This is an optimization exercise on Yosys and OpenROAD, whose aim is small area and a short achievable clock period, not a production implementation.
Function was checked by simulation only, so behaviour that the tests miss may differ from the original.
Power figures rest on the tool's default switching activity, not on a simulated workload.

== quartz ==
==> flow/design.v (excerpt) <==
module ava_core (
    input  wire        clk,
    input  wire        rst,           
    input  wire [15:0] prog_len,      
    output wire [15:0] prog_addr,     
    input  wire [7:0]  prog_data,     
    output reg  [31:0] stk_w_data,
    output reg         stk_w_valid,
    input  wire        stk_w_ready,
    input  wire [31:0] stk_r_data,
    input  wire        stk_r_valid,
    output reg         stk_r_ready,
    output reg  [7:0]  out_data,
    output reg         out_valid,
    input  wire        out_ready,
    output wire        halt,
    output wire        fault,
    output wire [2:0]  cause,
    output wire        push_lost,
    output wire        out_lost
);
Size in the first run: about 1,500 cells after synthesis, ~130 I/O pins.
clock: 10.0 ns
lec_check: 0
cap_margin: 20
core_margin: 2
core_utilization: 65
place_density: 0.72
setup_slack_margin: 4.7
slew_margin: 20
synth_hierarchical: 1
standard.sh (not shown) runs the stock make flow with config.mk's settings and CLKGATE_MAP_FILE= SYNTH_SCRIPT=/design/flow/synth_recipe.tcl, a recipe that flattens the netlist after the stock synthesis.
==> flow/flow/run.sh <==
#!/bin/bash
# The standard layout, with plain buffers (not delay cells) on the ports and
# a clock tree of smaller leaf buffers.
set -euo pipefail
export BUFFER_PORTS_ARGS="-buffer_cell sky130_fd_sc_hd__buf_2"
export CTS_ARGS="-sink_clustering_enable -repair_clock_nets -root_buf sky130_fd_sc_hd__clkbuf_16 -buf_list {sky130_fd_sc_hd__clkbuf_8 sky130_fd_sc_hd__clkbuf_16} -sink_clustering_buffer sky130_fd_sc_hd__clkbuf_4 -dont_use_dummy_load"
bash standard.sh finish > standard_flow.log 2>&1
Edits applied to the flow inputs when going from quartz to indigo:
- PLACE_DENSITY no longer set, was 0.72
- CORE_UTILIZATION now 55, was 65
==> flow/flow/run.sh <==
#!/bin/bash
# The standard layout, with plain buffers (not delay cells) on the ports.
set -euo pipefail
export BUFFER_PORTS_ARGS="-buffer_cell sky130_fd_sc_hd__buf_2"
bash standard.sh finish > standard_flow.log 2>&1
==> comparison <==
Summary of indigo over quartz: global-route wire length before repair moved up; critical path depth moved up; power density normalized to cell area moved up.
Taking quartz as the reference, in indigo via count of the first global-routing pass closely matched the old numbers; part of the total power dissipated in the clock network higher; met3 demand-to-capacity share in global routing went down 2.1 points; routed length on met3 lost 680 um.
Taking quartz as the reference, in indigo worst path setup slack after routing decreased by 0.039 ns relative to the old numbers, total of clock buffers placed in the layout decreased by about 40% relative to the old numbers, number of placed instances with taps included increased by 3.3% relative to the old numbers.
Of the two values seen for capture point of the critical path, stk_w_data[28] was produced by indigo and out_data[6] by quartz.
Inputs modified between indigo and cedar:
==> flow/flow/run.sh <==
#!/bin/bash
# The standard layout, with plain buffers (not delay cells) on the ports and
# a clock tree of smaller leaf buffers.
set -euo pipefail
export BUFFER_PORTS_ARGS="-buffer_cell sky130_fd_sc_hd__buf_2"
export CTS_ARGS="-sink_clustering_enable -repair_clock_nets -root_buf sky130_fd_sc_hd__clkbuf_16 -buf_list {sky130_fd_sc_hd__clkbuf_8} -sink_clustering_size 10 -sink_clustering_max_diameter 50 -sink_clustering_buffer sky130_fd_sc_hd__clkbuf_4 -dont_use_dummy_load"
bash standard.sh finish > standard_flow.log 2>&1
[summary]
Looking at TritonCTS buffer count, cedar sits above indigo. cedar vs. indigo: worst path setup slack after routing went up by 0.0086 ns. Looking at combinational cell fraction of total power across indigo and cedar, the one that comes out higher is cedar. For maximum achievable frequency, cedar and indigo come out practically identical. Detailed router's first-iteration violation count deteriorates in cedar relative to indigo. | overall power of the completed layout | cedar vs indigo | 0.38 mW lower |.
Input changes introduced in fjord (baseline for comparison: cedar):
- PLACE_DENSITY: unset -> 0.72
- CORE_UTILIZATION: 55 -> 65
Notes after the runs:
cedar has a higher worst slew slack as a fraction of its limit than fjord.
Measured against each other, fjord and cedar differ in portion of total power attributed to the clock network, the higher figure coming from cedar.
The via count reported for fjord is higher than the one for cedar.
Between cedar and fjord, area overhead of the layout relative to synthesis decreased.
Compare fjord and cedar | worst path setup slack after routing higher: cedar
Between fjord and cedar, it is fjord whose die area is lower, by about 15%.
Reported for fjord and cedar, sum of overflow across all layers after global routing turned out identical to the last digit.

[separate check: timing with driven ports]
The results above use ideal ports. As a check the final layouts listed here were re-extracted and re-timed, cells and wires unchanged.
Step 1 sets driving cells, clkbuf_16 on the clock port and buf_2 on the other inputs (assumed; they add their load-dependent delay and slew).
Step 2 times the ports against the registers' clock, not the clock port: input delays grow and output delays shrink by t, the midpoint of the rising clock arrivals with the driver on.
a / b / c = no drivers / after step 1 / after step 2; a / b = the first two.
| run | t (ns) | setup slack, ns | worst hold slack (ns) | latest minus earliest clock arrival (ns) | worst slew at a driven data input, ns |
|---|---|---|---|---|---|
| quartz | 0.520 | 4.792 / 4.747 / 4.538 | 0.471 / 0.471 / 0.471 | 0.039 / 0.040 | 0.05 |
| indigo | 0.565 | 4.753 / 4.702 / 4.506 | 0.470 / 0.470 / 0.470 | 0.024 / 0.024 | 0.06 |
| cedar | 0.520 | 4.761 / 4.707 / 4.515 | 0.466 / 0.466 / 0.466 | 0.073 / 0.073 | 0.06 |
| fjord | 0.528 | 4.724 / 4.673 / 4.547 | 0.468 / 0.468 / 0.468 | 0.076 / 0.076 | 0.05 |
After both steps every run listed still meets setup and hold. The setup slack of quartz, which loses most, moves by -0.045 ns with the drivers and by -0.254 ns with both steps.
